Context: an optimization exercise on an open-source flow, tuned for small area, a short achievable clock period and few clock cycles. The choices shown serve that exercise and are no tape-out recipe.
Function was checked by simulation only, so behaviour that the tests miss may differ from the original.
No activity file was given, so power comes from the tool's default toggle rates.

==> inputs of v9 <==
Design cgfc, start of the top module:
module cgfc #(
    parameter RAM_SIZE = 256,
    parameter AW       = 8           
) (
    input             clk,
    input             rst,           
    input             req,
    input             we,
    input      [16:0] addr,
    input      [1:0]  size,
    input      [31:0] wdata,
    output            ack,
    output     [31:0] rdata,
    output            berr
);
export LEC_CHECK = 0
export CAP_MARGIN = 20
export CELL_PAD_IN_SITES_DETAIL_PLACEMENT = 1
export CELL_PAD_IN_SITES_GLOBAL_PLACEMENT = 1
export CORE_MARGIN = 2
export CORE_UTILIZATION = 45
export PLACE_DENSITY = 0.6
export SETUP_SLACK_MARGIN = 4
export SLEW_MARGIN = 20
export TNS_END_PERCENT = 5
create_clock -name core_clock -period 10.0 [get_ports {clk}]
standard.sh (not shown) runs the stock make flow with config.mk's settings and CLKGATE_MAP_FILE= SYNTH_SCRIPT=/design/flow/synth_recipe.tcl, a recipe that flattens the netlist after the stock synthesis.
==> flow/flow/run.sh <==
#!/bin/bash
# The standard layout (standard.sh: the standard flow's synthesis and ORFS steps, unchanged
# settings from config.mk), with two differences in how it sizes cells:
#  - the port buffers are buf_4 cells instead of the delay-cell buffer
#    buffer_ports picks by default;
#  - the resizer may swap a cell for one of another footprint
#    (MATCH_CELL_FOOTPRINT=0), so those buffers and the logic can be resized.
# ORFS writes each step's full log under orfs/logs/; make's own output goes to
# standard.log here.
set -euo pipefail
cd "$(dirname "$0")/.."
bash standard.sh MATCH_CELL_FOOTPRINT=0 \
    "BUFFER_PORTS_ARGS=-buffer_cell sky130_fd_sc_hd__buf_4" finish > standard.log 2>&1
==> v26 (differences from v9) <==
--- a/flow/design.v
+++ b/flow/design.v
@@ -57,13 +57,13 @@
     reg        ptr_off4;    
     reg        cflag;       
     reg        btail;       
     reg        bs1;         
     reg [AW:0] flen;        
     reg [AW:0] k;           
-    reg [AW:0] m;           
+    reg        bs_done;     
     reg [15:0] resp;        
     reg        woob;        
     function [15:0] crc_step(input [15:0] a, input [7:0] b);
         integer i;
         reg [15:0] c;
         begin
@@ -86,35 +86,69 @@
     wire        z_f  = fl == 8'h00;
     wire        z_f1 = fl[7:1] == 7'h00;
     wire        z_r  = rsv == 8'h00;
     wire        z_i  = imm == 8'h00;
     wire op_multi = op == 8'h12 || op == 8'h40 || op == 8'h41 || op == 8'h42 ||
                     op == 8'h48 || op == 8'h49 || op == 8'h4A || op == 8'h50 ||
-                    (op == 8'h21 && enc_st == ENC_CODE);
+                    (op == 8'h21 && enc_st == ENC_CODE && !bs_done);
     wire two_cyc  = (ram_ok && !we) || (is_cmd && op_multi);
+    function [10:0] dl2_of(input [7:0] n, input [2:0] w);
+        reg [10:0] n1;
+        begin
+            n1 = {3'd0, n} + 11'd1;
+            case (w)
+                3'd2:    dl2_of = {n1[9:0], 1'b0};
+                3'd3:    dl2_of = n1 + {n1[9:0], 1'b0};
+                default: dl2_of = {n1[8:0], 2'b00};
+            endcase
+        end
+    endfunction
+    reg  [10:0] dl2;         
+    reg         span_oob;    
+    reg  [5:0]  oobf;        
     wire        w_ok  = cfg_w == 3'd2 || cfg_w == 3'd3 || cfg_w == 3'd4;
     wire [10:0] w11   = {8'd0, cfg_w};
     wire [10:0] dl0   = w11;                                
     wire [10:0] dl1   = {w11[9:0], 1'b0};                   
-    wire [10:0] dl2   = ({2'b00, cfg_n} + 11'd1) * w11;     
     wire        a0big = arg0[31:AW+1] != 0;                 
     wire [11:0] a0    = {3'd0, arg0[AW:0]};
-    wire [11:0] e0a   = a0 + {1'b0, dl0};
-    wire [11:0] e1a   = a0 + {1'b0, dl1};
-    wire [11:0] e2a   = a0 + {1'b0, dl2};
-    wire [11:0] e0b   = e0a + {1'b0, w11};
-    wire [11:0] e1b   = e1a + {1'b0, w11};
-    wire [11:0] e2b   = e2a + {1'b0, w11};
-    wire        oob0a = a0big || e0a > RAM_SIZE;
-    wire        oob1a = a0big || e1a > RAM_SIZE;
-    wire        oob2a = a0big || e2a > RAM_SIZE;
-    wire        oob0b = a0big || e0b > RAM_SIZE;
-    wire        oob1b = a0big || e1b > RAM_SIZE;
-    wire        oob2b = a0big || e2b > RAM_SIZE;
-    wire [33:0] span_end = {2'b00, arg0} + {2'b00, arg1};
-    wire        span_oob = span_end > RAM_SIZE;
+    wire        wr_reg = idle && req && reg_ok && we;
+    wire        wr_cfg = wr_reg && addr[15:0] == 16'h0008;
+    wire        wr_a0  = wr_reg && addr[15:0] == 16'h0010;
+    wire        wr_a1  = wr_reg && addr[15:0] == 16'h0014;
+    wire        do_soft   = idle && req && is_cmd && wdata == 32'h01000000;
+    wire [31:0] a0_nx  = do_soft ? 32'd0 : wr_a0 ? wdata : arg0;
+    wire [31:0] a1_nx  = do_soft ? 32'd0 : wr_a1 ? wdata : arg1;
+    wire [2:0]  w_nx   = do_soft ? 3'd0 : wr_cfg ? wdata[2:0] : cfg_w;
+    wire [10:0] dl2_nx = do_soft ? 11'd0 : wr_cfg ? dl2_of(wdata[15:8], wdata[2:0]) : dl2;
+    wire        big0_nx = a0_nx[31:AW+1] != 0;
+    wire        big1_nx = a1_nx[31:AW+1] != 0;
+    wire [11:0] a0n     = {3'd0, a0_nx[AW:0]};
+    wire [11:0] wn      = {9'd0, w_nx};
+    wire [11:0] e0a_nx  = a0n + wn;
+    wire [11:0] e1a_nx  = a0n + {wn[10:0], 1'b0};
+    wire [11:0] e2a_nx  = a0n + {1'b0, dl2_nx};
+    wire [11:0] e0b_nx  = e0a_nx + wn;
+    wire [11:0] e1b_nx  = e1a_nx + wn;
+    wire [11:0] e2b_nx  = e2a_nx + wn;
+    wire [11:0] sp_nx   = a0n + {3'd0, a1_nx[AW:0]};
+    always @(posedge clk) begin
+        if (rst) begin
+            dl2      <= 11'd0;
+            span_oob <= 1'b0;
+            oobf     <= 6'b000000;
+        end else begin
+            dl2      <= dl2_nx;
+            span_oob <= big0_nx || big1_nx || sp_nx > RAM_SIZE;
+            oobf     <= {big0_nx || e2b_nx > RAM_SIZE, big0_nx || e1b_nx > RAM_SIZE,
+                         big0_nx || e0b_nx > RAM_SIZE, big0_nx || e2a_nx > RAM_SIZE,
+                         big0_nx || e1a_nx > RAM_SIZE, big0_nx || e0a_nx > RAM_SIZE};
+        end
+    end
+    wire oob0a = oobf[0], oob1a = oobf[1], oob2a = oobf[2];
+    wire oob0b = oobf[3], oob1b = oobf[4], oob2b = oobf[5];
     wire [1:0]  shp   = op[1:0];
     wire [10:0] dl_s  = (shp == 2'd0) ? dl0 : (shp == 2'd1) ? dl1 : dl2;
     wire        tail_s = fl[0] || shp == 2'd2;
     wire        oob_a = (shp == 2'd0) ? oob0a : (shp == 2'd1) ? oob1a : oob2a;
     wire        oob_b = (shp == 2'd0) ? oob0b : (shp == 2'd1) ? oob1b : oob2b;
     wire        b_oob = tail_s ? oob_b : oob_a;
@@ -183,20 +217,21 @@
     wire [15:0] k1 = crc_step(acc, c0);
     wire [15:0] k2 = crc_step(k1, c1);
     wire [15:0] k3 = crc_step(k2, c2);
     wire [15:0] k4 = crc_step(k3, c3);
     wire [15:0] acc_n = (nb == 3'd1) ? k1 : (nb == 3'd2) ? k2 : (nb == 3'd3) ? k3 :
                         (nb == 3'd4) ? k4 : acc;
-    wire [AW:0] sk = idle ? {AW+1{1'b0}} : k;
-    wire [AW:0] sm = idle ? enc_m : m;
+    wire [AW:0] sk = k;
+    wire [AW:0] sm = enc_m;
     wire h0 = (sk == sm) || r0 == 8'h00;
     wire h1 = (sk + 9'd1 == sm) || r1 == 8'h00;
     wire h2 = (sk + 9'd2 == sm) || r2 == 8'h00;
     wire h3 = (sk + 9'd3 == sm) || r3 == 8'h00;
     wire        shit = h0 || h1 || h2 || h3;
     wire [AW:0] skk  = h0 ? sk : h1 ? sk + 9'd1 : h2 ? sk + 9'd2 : sk + 9'd3;
+    wire [AW:0] res_k = (idle && bs_done) ? k : skk;     
     reg [31:0] reg_rd;
     always @* begin
         reg_rd = 32'd0;
         if (addr[15:7] == 9'd0)
             case (addr[6:2])
                 5'h01: reg_rd = {22'd0, st_fvalid, st_err, st_code};
@@ -224,12 +259,15 @@
     end
     wire fin_pred = (state == S_DONE) || (state == S_RD) || (state == S_BTAIL) || (state == S_VCRC) ||
                     (state == S_WORD) || (state == S_CRC && last4) ||
                     (state == S_BDATA && last4 && !btail);
     assign ack   = req && (idle ? !two_cyc : fin_pred);
     wire   idle_n = rst || (idle ? !(req && two_cyc) : fin_pred);
+    wire   bs_keep = idle && !host_w && !dec_w &&
+                     !(req && is_cmd && (op == 8'h01 || op == 8'h20 || op == 8'h21));
+    wire   bs_adv  = bs_keep && enc_st == ENC_CODE && !bs_done;
     assign berr  = !(reg_ok || ram_ok);
     assign rdata = (state == S_RD) ? {24'd0, woob ? 8'h00 : r0} : (reg_ok ? reg_rd : 32'd0);
     assign dec_wa = dec_base[AW-1:0] + dec_len[AW-1:0];
     wire          dec_room = !dec_ovf && dec_len < dec_cap;
     wire          cmd_dec = idle && req && is_cmd && op == 8'h31 && z_f && z_r;
     wire dec_emit_lit = dec_st != DEC_IDLE && dec_cnt != 8'd0 && imm != 8'h00;
@@ -244,17 +282,18 @@
     assign bld_w    = state == S_BDATA || state == S_BTAIL;
     assign bmask    = (state == S_BDATA) ? lanes_n : lanes_w;
     assign bdv      = (state == S_BDATA) ? {bb3, bb2, bb1, bb0} : {16'h0000, t_word[7:0], t_word[15:8]};
     reg [7:0] code;    
     reg       fin;     
     reg [3:0]  state_n;
-    reg [AW:0] ptr_n, encp_n;
+    reg [AW:0] ptr_n, encp_n, encp_i;
     always @(posedge clk) begin
         state_n = state;
         ptr_n   = ptr;
         encp_n  = enc_ptr;
+        encp_i  = enc_ptr;
         fin  = 1'b0;
         code = C_OK;
         if (rst) begin
             state_n     = S_IDLE;
             st_code   <= C_OK;  st_err  <= 1'b0; st_fvalid <= 1'b0;
             cfg_w     <= 3'd0;  cfg_n   <= 8'd0;
@@ -265,13 +304,13 @@
             dec_st    <= DEC_IDLE; dec_cnt <= 8'd0; dec_ovf <= 1'b0;
             dec_base  <= 0; dec_cap <= 0; dec_len <= 0;
             frm_len   <= 0; frm_crc <= 16'd0; frm_resp <= 16'd0; frm_wval <= 16'd0;
             frm_sval  <= 32'd0;
             ptr_n = 0; cnt <= 0; acc <= 16'd0; first <= 1'b0; ptr_off4 <= 1'b0;
             cflag <= 1'b0; btail <= 1'b0; bs1 <= 1'b0; flen <= 0;
-            k <= 0; m <= 0; resp <= 16'd0; woob <= 1'b0;
+            k <= 0; bs_done <= 1'b0; resp <= 16'd0; woob <= 1'b0;
         end else begin
             case (state)
             S_IDLE: if (req) begin
                 if (ram_ok && !we) begin
                     ptr_n   = {1'b0, addr[AW-1:0]};
                     woob  <= !ram_in;
@@ -287,13 +326,13 @@
                         default: ;
                     endcase
                 end else if (is_cmd) begin
                     fin = 1'b1;
                     if (op_multi) state_n = S_DONE;
                     case (op)
-                        8'h21:   ptr_n = enc_ptr + 9'd4;
+                        8'h21:   ptr_n = ptr + 9'd4;
                         8'h50:   ptr_n = wbeg[AW:0];
                         default: ptr_n = arg0[AW:0];
                     endcase
                     case (op)
                     8'h00: if (!(z_f && z_r && z_i)) code = E_ILLEGAL;
                     8'h01: if (z_f && z_r && z_i) begin                 
@@ -334,19 +373,16 @@
                         case (enc_st)
                         ENC_DONE: code = C_ENC_END;
                         ENC_TERM: begin
                             code = C_ENC_BYTE; enc_out <= 8'h00; enc_st <= ENC_DONE;
                         end
                         ENC_CODE: begin
-                            fin = 1'b0;
-                            if (shit) begin
-                                fin  = 1'b1;
-                                code = C_ENC_BYTE;
-                            end else begin
-                                k     <= 9'd4;
-                                m     <= enc_m;
+                            code = C_ENC_BYTE;
+                            if (!bs_done && !shit) begin
+                                fin     = 1'b0;
+                                k       <= k + 9'd4;
                                 state_n = S_SCAN;
                             end
                         end
                         default: begin                                  
                             code = C_ENC_BYTE;
                             enc_out <= r0;
@@ -472,13 +508,13 @@
             S_SCAN: begin
                 if (shit) begin
                     fin   = 1'b1;
                     code  = C_ENC_BYTE;
                     state_n = S_DONE;
                 end else begin
-                    k   <= k + 9'd4;
+                    k     <= k + 9'd4;
                     ptr_n = ptr + 9'd4;
                 end
             end
             S_BDATA: begin
                 acc      <= acc_n;
                 ptr_n      = ptr + {6'd0, nb};
@@ -534,20 +570,24 @@
                     endcase
                 end
                 state_n = S_IDLE;
             end
             default: state_n = S_IDLE;
             endcase
-            if (((idle && req && is_cmd && op == 8'h21 && z_f && z_r && z_i &&
-                  enc_st == ENC_CODE) || state == S_SCAN) && shit) begin
-                enc_out  <= skk[7:0] + 8'd1;
-                enc_blk  <= skk[7:0];
-                enc_zero <= (skk != sm);
-                if (skk == 0) begin                                    
+            encp_i = encp_n;
+            if (idle && req && is_cmd && op == 8'h21 && z_f && z_r && z_i &&
+                enc_st == ENC_CODE && bs_done && k == 0 && k != sm)
+                encp_i = enc_ptr + 1'b1;
+            if ((idle && req && is_cmd && op == 8'h21 && z_f && z_r && z_i &&
+                 enc_st == ENC_CODE && (bs_done || shit)) || (state == S_SCAN && shit)) begin
+                enc_out  <= res_k[7:0] + 8'd1;
+                enc_blk  <= res_k[7:0];
+                enc_zero <= (res_k != sm);
+                if (res_k == 0) begin                                  
                     enc_blk <= 8'd0;
-                    if (skk != sm) begin
+                    if (res_k != sm) begin
                         encp_n = enc_ptr + 1'b1; enc_rem <= enc_rem - 1'b1;
                         enc_zero <= 1'b0; enc_st <= ENC_CODE;
                     end else begin
                         enc_st <= (enc_rem == 0) ? ENC_TERM : ENC_CODE;
                     end
                 end else begin
@@ -555,14 +595,28 @@
                 end
             end
             if (fin) begin
                 st_code <= code;
                 if (code[7]) st_err <= 1'b1;
             end
+            if (idle_n) begin
+                if (!bs_keep) begin
+                    k       <= 0;
+                    bs_done <= 1'b0;
+                end else if (enc_st == ENC_CODE && !bs_done) begin
+                    if (shit) begin
+                        k       <= skk;
+                        bs_done <= 1'b1;
+                    end else begin
+                        k       <= k + 9'd4;
+                    end
+                end
+            end
         end
-        if (idle_n) ptr_n = encp_n;
+        if (rst) ptr_n = 0;
+        else if (idle_n) ptr_n = bs_adv ? ptr + 9'd4 : encp_i;
         state   <= state_n;
         enc_ptr <= encp_n;
         ptr     <= ptr_n;
         prow    <= rows_of(ptr_n[AW-1:0]);
     end
 endmodule
==> v3 (differences from v9) <==
--- a/flow/design.v
+++ b/flow/design.v
@@ -223,13 +223,12 @@
             endcase
     end
     wire fin_pred = (state == S_DONE) || (state == S_RD) || (state == S_BTAIL) || (state == S_VCRC) ||
                     (state == S_WORD) || (state == S_CRC && last4) ||
                     (state == S_BDATA && last4 && !btail);
     assign ack   = req && (idle ? !two_cyc : fin_pred);
-    wire   idle_n = rst || (idle ? !(req && two_cyc) : fin_pred);
     assign berr  = !(reg_ok || ram_ok);
     assign rdata = (state == S_RD) ? {24'd0, woob ? 8'h00 : r0} : (reg_ok ? reg_rd : 32'd0);
     assign dec_wa = dec_base[AW-1:0] + dec_len[AW-1:0];
     wire          dec_room = !dec_ovf && dec_len < dec_cap;
     wire          cmd_dec = idle && req && is_cmd && op == 8'h31 && z_f && z_r;
     wire dec_emit_lit = dec_st != DEC_IDLE && dec_cnt != 8'd0 && imm != 8'h00;
@@ -287,17 +286,12 @@
                         default: ;
                     endcase
                 end else if (is_cmd) begin
                     fin = 1'b1;
                     if (op_multi) state_n = S_DONE;
                     case (op)
-                        8'h21:   ptr_n = enc_ptr + 9'd4;
-                        8'h50:   ptr_n = wbeg[AW:0];
-                        default: ptr_n = arg0[AW:0];
-                    endcase
-                    case (op)
                     8'h00: if (!(z_f && z_r && z_i)) code = E_ILLEGAL;
                     8'h01: if (z_f && z_r && z_i) begin                 
                         st_err <= 1'b0; st_fvalid <= 1'b0;
                         cfg_w <= 3'd0; cfg_n <= 8'd0;
                         arg0 <= 32'd0; arg1 <= 32'd0; arg2 <= 32'd0; arg3 <= 32'd0;
                         crc_acc <= 16'hFFFF;
@@ -316,12 +310,13 @@
                            else code = E_ILLEGAL;
                     8'h12: if (z_f1 && z_r && z_i) begin                 
                         if (span_oob) code = E_BOUNDS;
                         else begin
                             fin   = 1'b0;
                             acc   <= fl[0] ? 16'hFFFF : crc_acc;
+                            ptr_n   = arg0[AW:0];
                             cnt   <= arg1[AW:0];
                             state_n = S_CRC;
                         end
                     end else code = E_ILLEGAL;
                     8'h20: if (z_f && z_r && z_i) begin                  
                         if (span_oob) code = E_BOUNDS;
@@ -341,12 +336,13 @@
                             if (shit) begin
                                 fin  = 1'b1;
                                 code = C_ENC_BYTE;
                             end else begin
                                 k     <= 9'd4;
                                 m     <= enc_m;
+                                ptr_n   = enc_ptr + 9'd4;
                                 state_n = S_SCAN;
                             end
                         end
                         default: begin                                  
                             code = C_ENC_BYTE;
                             enc_out <= r0;
@@ -423,12 +419,13 @@
                             fin      = 1'b0;
                             bs1      <= shp == 2'd1;
                             cflag    <= fl[0];
                             btail    <= tail_s;
                             flen     <= b_len[AW:0];
                             acc      <= 16'hFFFF;
+                            ptr_n      = arg0[AW:0];
                             cnt      <= dl_s[AW:0];
                             first    <= 1'b1;
                             ptr_off4 <= 1'b0;
                             state_n    = S_BDATA;
                         end
                     end else code = E_ILLEGAL;
@@ -437,21 +434,23 @@
                             code = w_ok ? E_BOUNDS : E_CONFIG;
                             st_fvalid <= 1'b0; frm_resp <= 16'd0;
                         end else begin
                             fin   = 1'b0;
                             flen  <= v_len[AW:0];
                             acc   <= 16'hFFFF;
+                            ptr_n   = arg0[AW:0];
                             cnt   <= dl_s[AW:0];
                             first <= 1'b1;
                             state_n = S_VDATA;
                         end
                     end else code = E_ILLEGAL;
                     8'h50: if (z_f && z_r) begin                         
                         if (!w_ok) code = E_CONFIG;
                         else begin
                             fin   = 1'b0;
+                            ptr_n   = wbeg[AW:0];
                             woob  <= a0big || wend > RAM_SIZE;
                             state_n = S_WORD;
                         end
                     end else code = E_ILLEGAL;
                     default: code = E_ILLEGAL;
                     endcase
@@ -556,13 +555,13 @@
             end
             if (fin) begin
                 st_code <= code;
                 if (code[7]) st_err <= 1'b1;
             end
         end
-        if (idle_n) ptr_n = encp_n;
+        if (state_n == S_IDLE) ptr_n = encp_n;
         state   <= state_n;
         enc_ptr <= encp_n;
         ptr     <= ptr_n;
         prow    <= rows_of(ptr_n[AW-1:0]);
     end
 endmodule
==> flow/run.sh (new file) <==
#!/bin/bash
# synth_recipe.tcl (not shown) runs the flow's synth.tcl, then flattens the netlist and writes it again
# the make line also repeats each setting of config.mk as NAME=value (left out here)
make -C /OpenROAD-flow-scripts/flow DESIGN_CONFIG=/design/flow/config.mk WORK_HOME=/design/flow/orfs CLKGATE_MAP_FILE= SYNTH_SCRIPT=/design/flow/synth_recipe.tcl finish
--- a/flow/config.mk
+++ b/flow/config.mk
@@ -8,9 +8,9 @@
 export CAP_MARGIN = 20
 export CELL_PAD_IN_SITES_DETAIL_PLACEMENT = 1
 export CELL_PAD_IN_SITES_GLOBAL_PLACEMENT = 1
 export CORE_MARGIN = 2
 export CORE_UTILIZATION = 45
 export PLACE_DENSITY = 0.6
-export SETUP_SLACK_MARGIN = 4
+export SETUP_SLACK_MARGIN = 3.5
 export SLEW_MARGIN = 20
 export TNS_END_PERCENT = 5
removed: flow/flow/run.sh
removed: flow/standard.sh
==> comparison <==
- Clock power is about the same in v3 and v26.
- Register-to-register slack: v3 < v26 < v9.
- Between v3 and v9, the lower count of clock-buffer cells in the layout is in v3 (gap 16).
- In v26 the cell area is larger than in v3, by about 1.9%.
- Worst hold slack: v26 is better than v9 (0.011 ns).
==> figures <==
quantity	v3	v9	v26
Capture point of the worst path	rdata[10]	cnt[4]$_SDFFE_PP0P_	rdata[5]
Final cycle utilization of the critical path	72.4%	65.8%	66.8%
Status	complete, no violations	complete, no violations	complete, no violations
Antenna violations before repair	33	20	18
Post-Synthesis Cell Area	116,000 sq um	116,000 sq um	116,000 sq um
Register area	70,100 sq um	70,100 sq um	70,300 sq um
Met1 demand-to-capacity share in global routing	47.3%	49.0%	47.9%
Final worst-path setup slack	2.76 ns	3.42 ns	3.32 ns
Slack of the worst reg-to-reg path	2.98 ns	3.42 ns	3.38 ns
Cell internal power dissipation	17.1 mW	17.4 mW	17.7 mW
Number of sequential storage elements	2,474	2,474	2,486
Number of clock sinks seen by CTS	2,474	2,474	2,486
Testbench counts of v9, summed over its fixed seeds: cycles 42,153.
Testbench counts of v26, summed over its fixed seeds: cycles 41,416.
Testbench counts of v3, summed over its fixed seeds: cycles 42,153.

[static timing again, ports no longer ideal]
How much do the figures lean on ideal ports? The routed layouts below were timed once more, with nothing changed but the port constraints.
Step 1 sets driving cells, clkbuf_16 on the clock port and buf_2 on the other inputs (assumed; they add their load-dependent delay and slew).
Step 2 moves the port delays by t, midway between the first and last clock arrival at a register: inputs arrive t later, outputs are due t later. That takes back most of the time a late clock gives input paths.
Slacks: ideal ports / drivers / drivers and shift; pairs: ideal ports / drivers.
run	t (ns)	slack for setup (ns)	slew at the worst register clock pin (ns)	worst slew at a driven data input, ns	cell pins on the clock port's net
v9	0.953	3.421 / 3.421 / 2.644	0.07 / 0.07	0.14	1
v26	0.960	3.324 / 3.215 / 2.603	0.07 / 0.07	0.18	1
v3	0.988	2.762 / 2.734 / 2.002	0.06 / 0.06	0.10	1
After both steps every run listed still meets setup and hold. The setup slack of v9, which loses most, moves by 0.000 ns with the drivers and by -0.777 ns with both steps.
